From an optimization exercise on the open Yosys and OpenROAD flow, aimed at small area, a short achievable clock period and few clock cycles; shortcuts taken in it are not production practice. At most, simulation tests tie the RTL to the original design; equivalence was not proved.

==> job 8651 <==
==> flow/design.v <==
module mcproto_core (
    input  wire        clk,
    input  wire        rst,
    input  wire        cmd_valid,
    output wire        cmd_ready,
    input  wire [3:0]  cmd_op,
    input  wire [63:0] cmd_val,
    input  wire [31:0] cmd_x,
    input  wire [31:0] cmd_y,
    input  wire [31:0] cmd_z,
    input  wire [31:0] cmd_ptr,
    input  wire [63:0] cmd_avail,
    input  wire [63:0] cmd_plen,
    input  wire        pin_valid,
    output wire        pin_ready,
    input  wire [7:0]  pin_data,
    output wire        mem_req,
    output wire        mem_we,
    output wire [31:0] mem_addr,
    output wire [7:0]  mem_wdata,
    input  wire        mem_gnt,
    input  wire [7:0]  mem_rdata,
    output wire        rsp_valid,
    output wire [2:0]  rsp_status,
    output wire [63:0] rsp_consumed,
    output wire [63:0] rsp_val,
    output wire [31:0] rsp_x,
    output wire [31:0] rsp_y,
    output wire [31:0] rsp_z,
    output wire        pout_valid,
    output wire [7:0]  pout_data
);
    localparam [2:0] ST_OK  = 3'd0;
    localparam [2:0] ST_BTS = 3'd1;
    localparam [2:0] ST_VTL = 3'd2;
    localparam [2:0] ST_BAD = 3'd7;
    function [3:0] varint_size;
        input [63:0] u;
        integer k;
        begin
            varint_size = 4'd1;
            for (k = 1; k < 10; k = k + 1)
                if ((u >> (7 * k)) != 64'd0)
                    varint_size = k + 1;
        end
    endfunction
    reg         busy_q;         
    reg         rsp_valid_q;
    reg  [2:0]  st_q;
    reg  [32:0] cons_q;         
    reg         val_en_q, pos_en_q, is32_q;
    reg         mem_req_q, mem_we_q;
    reg  [31:0] addr_q;
    reg  [7:0]  wdata_q;
    reg  [63:0] sd_q;           
    reg  [32:0] rw_q;           
    reg  [30:0] cnt_q;          
    reg  [3:0]  grp_q;          
    reg         lneg_q;         
    reg         k_ev, k_ep, k_ek, k_dv, k_dp, k_dk, k_32;
    reg         ph_a, ph_b, ph_c, ph_k;
    reg         bv_q;           
    reg  [7:0]  b_q;
    reg         pin_ready_q;
    reg         rdv_q;          
    reg         pout_valid_q;
    reg  [7:0]  pout_data_q;
    wire        acc      = cmd_valid & ~busy_q;
    wire        o_encv   = cmd_op == 4'h0;
    wire        o_encl   = cmd_op == 4'h1;
    wire        o_decv   = cmd_op == 4'h2;
    wire        o_decl   = cmd_op == 4'h3;
    wire        o_sizv   = cmd_op == 4'h4;
    wire        o_sizl   = cmd_op == 4'h5;
    wire        o_encp   = cmd_op == 4'h8;
    wire        o_decp   = cmd_op == 4'hA;
    wire        o_enck   = cmd_op == 4'hC;
    wire        o_deck   = cmd_op == 4'hE;
    wire        o_res    = ~(o_encv | o_encl | o_decv | o_decl | o_sizv | o_sizl |
                             o_encp | o_decp | o_enck | o_deck);
    wire        o_enc    = o_encv | o_encl | o_encp | o_enck;
    wire [3:0]  i_size32 = varint_size({32'd0, cmd_val[31:0]});
    wire [3:0]  i_size64 = varint_size(cmd_val);
    wire [32:0] i_wsum   = {1'b0, cmd_ptr} + {1'b0, cmd_avail[31:0]};
    wire        i_winbad = (|cmd_avail[63:33]) |
                           (cmd_avail[32] & ((|cmd_ptr) | (|cmd_avail[31:0]))) |
                           (~cmd_avail[32] & i_wsum[32] & (|i_wsum[31:0]));
    wire        i_av0    = ~|cmd_avail;
    wire        i_avlt8  = ~|cmd_avail[63:3];
    wire [31:0] i_lsum   = {1'b0, cmd_plen[30:0]} + {28'd0, i_size32};
    wire        i_lbig   = (|cmd_plen[63:31]) | i_lsum[31];
    wire [30:0] i_len    = i_lsum[30:0];
    wire [63:0] i_pos    = {cmd_x[25:0], cmd_y[11:0], cmd_z[25:0]};
    reg  [7:0]  i_wbyte;
    reg  [63:0] i_sd;
    always @(*) begin
        i_wbyte = 8'd0;
        i_sd    = 64'd0;
        if (o_encv) begin
            i_wbyte = {|cmd_val[31:7], cmd_val[6:0]};
            i_sd    = {39'd0, cmd_val[31:7]};
        end else if (o_encl) begin
            i_wbyte = {|cmd_val[63:7], cmd_val[6:0]};
            i_sd    = {7'd0, cmd_val[63:7]};
        end else if (o_encp) begin
            i_wbyte = i_pos[63:56];
            i_sd    = {i_pos[55:0], 8'd0};
        end else if (o_enck) begin
            i_wbyte = {|i_len[30:7], i_len[6:0]};
            i_sd    = {cmd_val[31:0], 8'd0, i_len[30:7]};
        end
    end
    reg         i_imm;
    reg  [2:0]  i_st;
    reg  [3:0]  i_cons;
    always @(*) begin
        i_imm  = 1'b1;
        i_st   = ST_OK;
        i_cons = 4'd0;
        if (o_res)
            i_st = ST_BAD;
        else if (o_sizv)
            i_cons = i_size32;
        else if (o_sizl)
            i_cons = i_size64;
        else if (i_winbad)
            i_st = ST_BAD;
        else if (o_enck & i_lbig)
            i_st = ST_VTL;
        else if (i_av0)
            i_st = ST_BTS;
        else if (o_decp & i_avlt8) begin
            i_st   = ST_BTS;
            i_cons = {1'b0, cmd_avail[2:0]};
        end else
            i_imm = 1'b0;
    end
    wire        perf     = mem_req_q & mem_gnt;           
    wire        take     = pin_valid & pin_ready_q;
    wire        k_enc    = k_ev | k_ep | k_ek;
    wire        rw_one   = rw_q == 33'd1;
    wire        rw_gt0   = |rw_q;
    wire        rw_gt1   = |rw_q[32:1];
    wire        rw_gt2   = (|rw_q[32:2]) | (rw_q[1] & rw_q[0]);
    wire        rw_gt3   = |rw_q[32:2] & ~(rw_q[32:2] == 31'd1 && rw_q[1:0] == 2'd0);
    wire        cnt_zero = ~|cnt_q;
    wire        cnt_one  = cnt_q == 31'd1;
    wire [7:0]  rb       = mem_rdata;
    reg  [63:0] sd_ins;
    integer j;
    always @(*) begin
        sd_ins = sd_q;
        for (j = 0; j < 9; j = j + 1)
            if (grp_q == j)
                sd_ins[7 * j +: 7] = rb[6:0];
        if (grp_q == 4'd9)
            sd_ins[63] = rb[0];
    end
    wire        maxb_hit = k_32 ? (grp_q == 4'd4) : (grp_q == 4'd9);
    wire        e_last   = k_ev ? ~wdata_q[7] :
                           k_ep ? (cons_q[2:0] == 3'd7) :
                           ((ph_b & ~wdata_q[7]) | ph_c) & cnt_zero & ~bv_q;
    wire [1:0]  pend     = {1'b0, mem_req_q} + {1'b0, bv_q};
    wire [2:0]  pend_t   = {1'b0, pend} + {2'd0, take};
    wire        room     = (pend_t == 3'd0) ? rw_gt0 :
                           (pend_t == 3'd1) ? rw_gt1 :
                           (pend_t == 3'd2) ? rw_gt2 : rw_gt3;
    wire        more_pay = take ? ~cnt_one & ~cnt_zero : ~cnt_zero;
    wire        in_take  = ph_c | (ph_b & ~wdata_q[7]);
    task respond;
        input [2:0] st;
        begin
            st_q        <= st;
            rsp_valid_q <= 1'b1;
            busy_q      <= 1'b0;
            mem_req_q   <= 1'b0;
            pin_ready_q <= 1'b0;
        end
    endtask
    always @(posedge clk) begin
        rsp_valid_q  <= 1'b0;
        pout_valid_q <= 1'b0;
        rdv_q        <= 1'b0;
        if (rst) begin
            busy_q      <= 1'b0;
            mem_req_q   <= 1'b0;
            pin_ready_q <= 1'b0;
        end else if (busy_q) begin
            if (k_enc) begin
                if (perf) begin
                    addr_q <= addr_q + 32'd1;
                    cons_q <= cons_q + 33'd1;
                    rw_q   <= rw_q - 33'd1;
                end
                if (perf & (e_last | rw_one)) begin
                    respond(e_last ? ST_OK : ST_BTS);
                end else if (k_ev) begin
                    if (perf) begin
                        wdata_q <= {|sd_q[63:7], sd_q[6:0]};
                        sd_q    <= {7'd0, sd_q[63:7]};
                    end
                end else if (k_ep) begin
                    if (perf) begin
                        wdata_q <= sd_q[63:56];
                        sd_q    <= {sd_q[55:0], 8'd0};
                    end
                end else begin
                    pin_ready_q <= 1'b0;
                    if (ph_a) begin
                        if (perf) begin
                            if (wdata_q[7]) begin
                                wdata_q      <= {|sd_q[31:7], sd_q[6:0]};
                                sd_q[31:0]   <= {7'd0, sd_q[31:7]};
                            end else begin
                                wdata_q <= {|sd_q[63:39], sd_q[38:32]};
                                sd_q    <= {39'd0, sd_q[63:39]};
                                ph_a    <= 1'b0;
                                ph_b    <= 1'b1;
                                pin_ready_q <= ~|sd_q[63:39] & ~cnt_zero & rw_gt2;
                            end
                        end
                    end else if (ph_b & wdata_q[7]) begin
                        if (perf) begin
                            wdata_q <= {|sd_q[63:7], sd_q[6:0]};
                            sd_q    <= {7'd0, sd_q[63:7]};
                            pin_ready_q <= ~|sd_q[63:7] & ~cnt_zero & rw_gt2;
                        end
                    end else begin
                        if (perf) begin
                            ph_b <= 1'b0;
                            ph_c <= 1'b1;
                        end
                        if (take)
                            cnt_q <= cnt_q - 31'd1;
                        if (perf | ~mem_req_q) begin
                            if (bv_q) begin
                                wdata_q   <= b_q;
                                mem_req_q <= 1'b1;
                                bv_q      <= take;
                                b_q       <= pin_data;
                            end else if (take) begin
                                wdata_q   <= pin_data;
                                mem_req_q <= 1'b1;
                            end else begin
                                mem_req_q <= 1'b0;
                            end
                            pin_ready_q <= more_pay & room & ~(bv_q & take);
                        end else begin
                            if (take) begin
                                bv_q <= 1'b1;
                                b_q  <= pin_data;
                            end
                            pin_ready_q <= more_pay & room & ~(bv_q | take);
                        end
                    end
                end
            end else begin
                if (perf)
                    addr_q <= addr_q + 32'd1;
                rdv_q     <= perf;
                mem_req_q <= (rdv_q ? (perf ? rw_gt2 : rw_gt1) : (perf ? rw_gt1 : rw_gt0));
                if (rdv_q & ~ph_k) begin
                    rw_q   <= rw_q - 33'd1;
                    cons_q <= cons_q + 33'd1;
                end
                if (k_dp) begin
                    if (rdv_q) begin
                        sd_q  <= {sd_q[55:0], rb};
                        grp_q <= grp_q + 4'd1;
                        if (grp_q == 4'd7) begin
                            respond(ST_OK);
                            pos_en_q <= 1'b1;
                        end
                    end
                end else if (k_dv | ph_a) begin
                    if (rdv_q) begin
                        sd_q  <= sd_ins;
                        grp_q <= grp_q + 4'd1;
                        if (~rb[7]) begin
                            if (k_dv) begin
                                respond(ST_OK);
                                val_en_q <= 1'b1;
                            end else begin
                                cnt_q  <= sd_ins[30:0];
                                lneg_q <= sd_ins[31];
                                sd_q   <= 64'd0;
                                grp_q  <= 4'd0;
                                ph_a   <= 1'b0;
                                ph_k   <= 1'b1;
                            end
                        end else if (maxb_hit) begin
                            respond(ST_VTL);
                        end else if (rw_one) begin
                            respond(ST_BTS);
                        end
                    end
                end else if (ph_k & (lneg_q | (rw_q < {2'd0, cnt_q}) | cnt_zero)) begin
                    if (~lneg_q & (rw_q < {2'd0, cnt_q})) begin
                        respond(ST_BTS);
                        cons_q <= cons_q + rw_q;
                    end else begin
                        respond(ST_VTL);
                    end
                end else begin
                    if (ph_k) begin
                        ph_k <= 1'b0;
                        ph_b <= 1'b1;
                        if (rdv_q) begin
                            rw_q   <= rw_q - 33'd1;
                            cons_q <= cons_q + 33'd1;
                        end
                    end
                    if (rdv_q) begin
                        cnt_q <= cnt_q - 31'd1;
                        if (ph_k | ph_b) begin
                            sd_q  <= sd_ins;
                            grp_q <= grp_q + 4'd1;
                            if (~rb[7]) begin
                                if (cnt_one) begin
                                    respond(ST_OK);
                                    val_en_q <= 1'b1;
                                end else begin
                                    ph_k <= 1'b0;
                                    ph_b <= 1'b0;
                                    ph_c <= 1'b1;
                                end
                            end else if (grp_q == 4'd4 || cnt_one) begin
                                respond(ST_VTL);
                            end
                        end else begin
                            pout_valid_q <= 1'b1;
                            pout_data_q  <= rb;
                            if (cnt_one) begin
                                respond(ST_OK);
                                val_en_q <= 1'b1;
                            end
                        end
                    end
                end
            end
        end else if (acc) begin
            addr_q   <= cmd_ptr;
            rw_q     <= cmd_avail[32:0];
            grp_q    <= 4'd0;
            lneg_q   <= 1'b0;
            ph_a     <= 1'b1;
            ph_b     <= 1'b0;
            ph_c     <= 1'b0;
            ph_k     <= 1'b0;
            bv_q     <= 1'b0;
            k_ev     <= o_encv | o_encl;
            k_ep     <= o_encp;
            k_ek     <= o_enck;
            k_dv     <= o_decv | o_decl;
            k_dp     <= o_decp;
            k_dk     <= o_deck;
            k_32     <= ~o_decl;
            is32_q   <= ~o_decl;
            val_en_q <= 1'b0;
            pos_en_q <= 1'b0;
            sd_q     <= i_sd;
            wdata_q  <= i_wbyte;
            cnt_q    <= cmd_plen[30:0];
            mem_we_q <= o_enc;
            pin_ready_q <= 1'b0;
            if (i_imm) begin
                st_q        <= i_st;
                cons_q      <= {29'd0, i_cons};
                rsp_valid_q <= 1'b1;
                mem_req_q   <= 1'b0;
            end else begin
                cons_q      <= 33'd0;
                busy_q      <= 1'b1;
                mem_req_q   <= 1'b1;
            end
        end
    end
    assign cmd_ready    = ~busy_q;
    assign pin_ready    = pin_ready_q;
    assign mem_req      = mem_req_q;
    assign mem_we       = mem_we_q;
    assign mem_addr     = addr_q;
    assign mem_wdata    = wdata_q;
    assign rsp_valid    = rsp_valid_q;
    assign rsp_status   = st_q;
    assign rsp_consumed = {31'd0, cons_q};
    assign rsp_val      = ~val_en_q ? 64'd0 :
                          is32_q ? {{32{sd_q[31]}}, sd_q[31:0]} : sd_q;
    assign rsp_x        = pos_en_q ? {{6{sd_q[63]}}, sd_q[63:38]} : 32'd0;
    assign rsp_y        = pos_en_q ? {{20{sd_q[37]}}, sd_q[37:26]} : 32'd0;
    assign rsp_z        = pos_en_q ? {{6{sd_q[25]}}, sd_q[25:0]} : 32'd0;
    assign pout_valid   = pout_valid_q;
    assign pout_data    = pout_data_q;
endmodule
==> flow/run.sh <==
#!/bin/bash
# synth_recipe.tcl (not shown) runs the flow's synth.tcl, then flattens the netlist and writes it again
# the make line also repeats each setting of config.mk as NAME=value (left out here)
make -C /OpenROAD-flow-scripts/flow DESIGN_CONFIG=/design/flow/config.mk WORK_HOME=/design/flow/orfs CLKGATE_MAP_FILE= SYNTH_SCRIPT=/design/flow/synth_recipe.tcl finish
==> flow/config.mk <==
export PLATFORM = sky130hd
export DESIGN_NAME = mcproto_core
export DESIGN_NICKNAME = mcproto_core
export VERILOG_FILES = /design/flow/design.v
export SDC_FILE = /design/flow/constraint.sdc
export NUM_CORES = 4
export LEC_CHECK = 0
export CAP_MARGIN = 20
export CORE_MARGIN = 2
export CORE_UTILIZATION = 40
export SETUP_SLACK_MARGIN = 5
export SLEW_MARGIN = 20
==> flow/constraint.sdc <==
create_clock -name core_clock -period 12.0 [get_ports {clk}]
set_input_delay 2.4000 -clock core_clock [delete_from_list [all_inputs] [get_ports {clk}]]
set_output_delay 2.4000 -clock core_clock [all_outputs]
set_load 0.01 [all_outputs]
==> inputs of job 9998, as changes to job 8651 <==
--- a/flow/design.v
+++ b/flow/design.v
@@ -56,7 +56,8 @@
     reg  [32:0] rw_q;           
     reg  [30:0] cnt_q;          
     reg  [3:0]  grp_q;          
-    reg         lneg_q;         
+    reg         lneg_q;
+    reg         c7_q;           
     reg         k_ev, k_ep, k_ek, k_dv, k_dp, k_dk, k_32;
     reg         ph_a, ph_b, ph_c, ph_k;
     reg         bv_q;           
@@ -81,15 +82,17 @@
     wire        o_enc    = o_encv | o_encl | o_encp | o_enck;
     wire [3:0]  i_size32 = varint_size({32'd0, cmd_val[31:0]});
     wire [3:0]  i_size64 = varint_size(cmd_val);
-    wire [32:0] i_wsum   = {1'b0, cmd_ptr} + {1'b0, cmd_avail[31:0]};
+    wire [32:0] i_ws     = {1'b0, ~(cmd_ptr ^ cmd_avail[31:0])};
+    wire [32:0] i_wc     = {cmd_ptr | cmd_avail[31:0], 1'b0};
+    wire [33:0] i_wsum   = {1'b0, i_ws} + {1'b0, i_wc};
     wire        i_winbad = (|cmd_avail[63:33]) |
                            (cmd_avail[32] & ((|cmd_ptr) | (|cmd_avail[31:0]))) |
-                           (~cmd_avail[32] & i_wsum[32] & (|i_wsum[31:0]));
+                           (~cmd_avail[32] & i_wsum[33]);
     wire        i_av0    = ~|cmd_avail;
     wire        i_avlt8  = ~|cmd_avail[63:3];
-    wire [31:0] i_lsum   = {1'b0, cmd_plen[30:0]} + {28'd0, i_size32};
-    wire        i_lbig   = (|cmd_plen[63:31]) | i_lsum[31];
-    wire [30:0] i_len    = i_lsum[30:0];
+    wire [7:0]  i_lsum   = {1'b0, cmd_plen[6:0]} + {4'd0, i_size32};
+    wire        i_c7     = i_lsum[7];
+    wire        i_lbig   = (|cmd_plen[63:31]) | (i_c7 & (&cmd_plen[30:7]));
     wire [63:0] i_pos    = {cmd_x[25:0], cmd_y[11:0], cmd_z[25:0]};
     reg  [7:0]  i_wbyte;
     reg  [63:0] i_sd;
@@ -106,33 +109,39 @@
             i_wbyte = i_pos[63:56];
             i_sd    = {i_pos[55:0], 8'd0};
         end else if (o_enck) begin
-            i_wbyte = {|i_len[30:7], i_len[6:0]};
-            i_sd    = {cmd_val[31:0], 8'd0, i_len[30:7]};
+            i_wbyte = {i_c7 | (|cmd_plen[30:7]), i_lsum[6:0]};
+            i_sd    = {cmd_val[31:0], 8'd0, cmd_plen[30:7]};
         end
     end
     reg         i_imm;
     reg  [2:0]  i_st;
     reg  [3:0]  i_cons;
     always @(*) begin
+        if (o_sizv)
+            i_cons = i_size32;
+        else if (o_sizl)
+            i_cons = i_size64;
+        else if (o_decp & i_avlt8 & ~i_winbad)
+            i_cons = {1'b0, cmd_avail[2:0]};
+        else
+            i_cons = 4'd0;
+    end
+    always @(*) begin
         i_imm  = 1'b1;
         i_st   = ST_OK;
-        i_cons = 4'd0;
         if (o_res)
             i_st = ST_BAD;
-        else if (o_sizv)
-            i_cons = i_size32;
-        else if (o_sizl)
-            i_cons = i_size64;
+        else if (o_sizv | o_sizl)
+            i_st = ST_OK;
         else if (i_winbad)
             i_st = ST_BAD;
         else if (o_enck & i_lbig)
             i_st = ST_VTL;
         else if (i_av0)
             i_st = ST_BTS;
-        else if (o_decp & i_avlt8) begin
-            i_st   = ST_BTS;
-            i_cons = {1'b0, cmd_avail[2:0]};
-        end else
+        else if (o_decp & i_avlt8)
+            i_st = ST_BTS;
+        else
             i_imm = 1'b0;
     end
     wire        perf     = mem_req_q & mem_gnt;           
@@ -166,6 +175,7 @@
                            (pend_t == 3'd1) ? rw_gt1 :
                            (pend_t == 3'd2) ? rw_gt2 : rw_gt3;
     wire        more_pay = take ? ~cnt_one & ~cnt_zero : ~cnt_zero;
+    wire [23:0] l_rest   = sd_q[23:0] + {23'd0, c7_q};
     wire        in_take  = ph_c | (ph_b & ~wdata_q[7]);
     task respond;
         input [2:0] st;
@@ -208,9 +218,10 @@
                     pin_ready_q <= 1'b0;
                     if (ph_a) begin
                         if (perf) begin
+                            c7_q <= 1'b0;
                             if (wdata_q[7]) begin
-                                wdata_q      <= {|sd_q[31:7], sd_q[6:0]};
-                                sd_q[31:0]   <= {7'd0, sd_q[31:7]};
+                                wdata_q      <= {|l_rest[23:7], l_rest[6:0]};
+                                sd_q[31:0]   <= {15'd0, l_rest[23:7]};
                             end else begin
                                 wdata_q <= {|sd_q[63:39], sd_q[38:32]};
                                 sd_q    <= {39'd0, sd_q[63:39]};
@@ -338,11 +349,12 @@
                     end
                 end
             end
-        end else if (acc) begin
+        end else begin
             addr_q   <= cmd_ptr;
             rw_q     <= cmd_avail[32:0];
             grp_q    <= 4'd0;
             lneg_q   <= 1'b0;
+            c7_q     <= i_c7;
             ph_a     <= 1'b1;
             ph_b     <= 1'b0;
             ph_c     <= 1'b0;
@@ -363,16 +375,11 @@
             cnt_q    <= cmd_plen[30:0];
             mem_we_q <= o_enc;
             pin_ready_q <= 1'b0;
-            if (i_imm) begin
-                st_q        <= i_st;
-                cons_q      <= {29'd0, i_cons};
-                rsp_valid_q <= 1'b1;
-                mem_req_q   <= 1'b0;
-            end else begin
-                cons_q      <= 33'd0;
-                busy_q      <= 1'b1;
-                mem_req_q   <= 1'b1;
-            end
+            st_q     <= i_st;
+            cons_q   <= {29'd0, i_cons};
+            rsp_valid_q <= cmd_valid & i_imm;
+            busy_q      <= cmd_valid & ~i_imm;
+            mem_req_q   <= cmd_valid & ~i_imm;
         end
     end
     assign cmd_ready    = ~busy_q;
==> flow/flow/run.sh (new file) <==
#!/bin/bash
# Standard ORFS layout (bash standard.sh), with two changes to how it is made:
#  - the port buffers are sky130_fd_sc_hd__buf_1 rather than the delay buffer
#    buffer_ports picks by default;
#  - repair_timing aims for 8 ns of setup slack (a 4 ns path) instead of 0.
# The clock period and the constraints are the standard flow's, unchanged.
set -euo pipefail
export BUFFER_PORTS_ARGS="-buffer_cell sky130_fd_sc_hd__buf_1"
export SETUP_SLACK_MARGIN=8
bash standard.sh > standard_make.log 2>&1
==> flow/standard.sh (new file) <==
#!/bin/bash
# synth_recipe.tcl (not shown) runs the flow's synth.tcl, then flattens the netlist and writes it again
# the make line also repeats each setting of config.mk as NAME=value (left out here)
make -C /OpenROAD-flow-scripts/flow DESIGN_CONFIG=/design/flow/config.mk WORK_HOME=/design/flow/orfs CLKGATE_MAP_FILE= SYNTH_SCRIPT=/design/flow/synth_recipe.tcl "${@:-finish}"
SETUP_SLACK_MARGIN = unset   (was 5)
removed: flow/run.sh
==> reports/metrics.cfg <==
[power]
top_power_group=clock
switching_share_pct=32.0
clock_power_mw=1.08

[status]
status=complete, no violations

[synth]
synth_edf_count=239
synthTopCellsByCount=a21oi_1 (302), nand2_1 (267), nor2_1 (266)
synth_top_family_by_area=compound AO/OA/AOI/OAI gates
synth-adder-area-share_pct=5.47
avgSynthCellArea_sq_um=8.00

[worst_setup_path]
regToRegSetupSlack_ps=6800
crit_cells=17

[cells_and_area]
buffer_area_share_pct=18.0

[routing]
route.met2.wl_mm=58.6
wl_met1_mm=55.8

[grt]
grt_pass1_wl_mm=191
met3_usage_pct=9.26

(the above is from job 8651)
==> reports/metrics.cfg <==
[power]
switching_share_pct=34.6
clock_power_mw=1.07

[cells_and_area]
buffer_area_share_pct=15.6

[routing]
route.met2.wl_mm=58.0
drt_pre_antenna_iters=12
drc=0
wl_met1_mm=52.0

[worst_setup_path]
crit_cells=11
regToRegSetupSlack_ps=7870

[status]
status=complete, no violations

[synth]
avgSynthCellArea_sq_um=7.89
synth_top_family_by_area=simple AND/OR/NAND/NOR gates
synth_edf_count=240

[grt]
met3_usage_pct=13.8
top_usage_layer=met2
overflow=0

(the above is from job 9998)
Testbench counts of job 9998, summed over its fixed seeds: cycles 35,042.
The RTL of job 8651 was laid out without a check of its function.

[re-timing with driven ports]
How much do the figures lean on ideal ports? The routed layouts below were timed once more, with nothing changed but the port constraints. Step 1, drivers: a clkbuf_16 drives clk and a buf_2 each remaining input, both assumed. Step 2 adds t to the input delays and takes it off the output delays; t is the mean of the earliest and latest rising clock arrival at the registers after step 1. Input paths then give back, and output paths get back, about the clock's delay inside the block. a / b / c = no drivers / after step 1 / after step 2; a / b = the first two.
run	t (ns)	setup WS [ns]	worst slew at a driven data input, ns	cell pins on the clock port's net
job 8651	0.630	5.005 / 5.039 / 4.409	0.14	1
job 9998	0.615	7.104 / 7.109 / 6.493	0.12	1
After both steps setup and hold are still met in every run listed. For job 9998, which loses most, drivers alone change the setup slack by +0.005 ns; drivers and shift together by -0.611 ns.
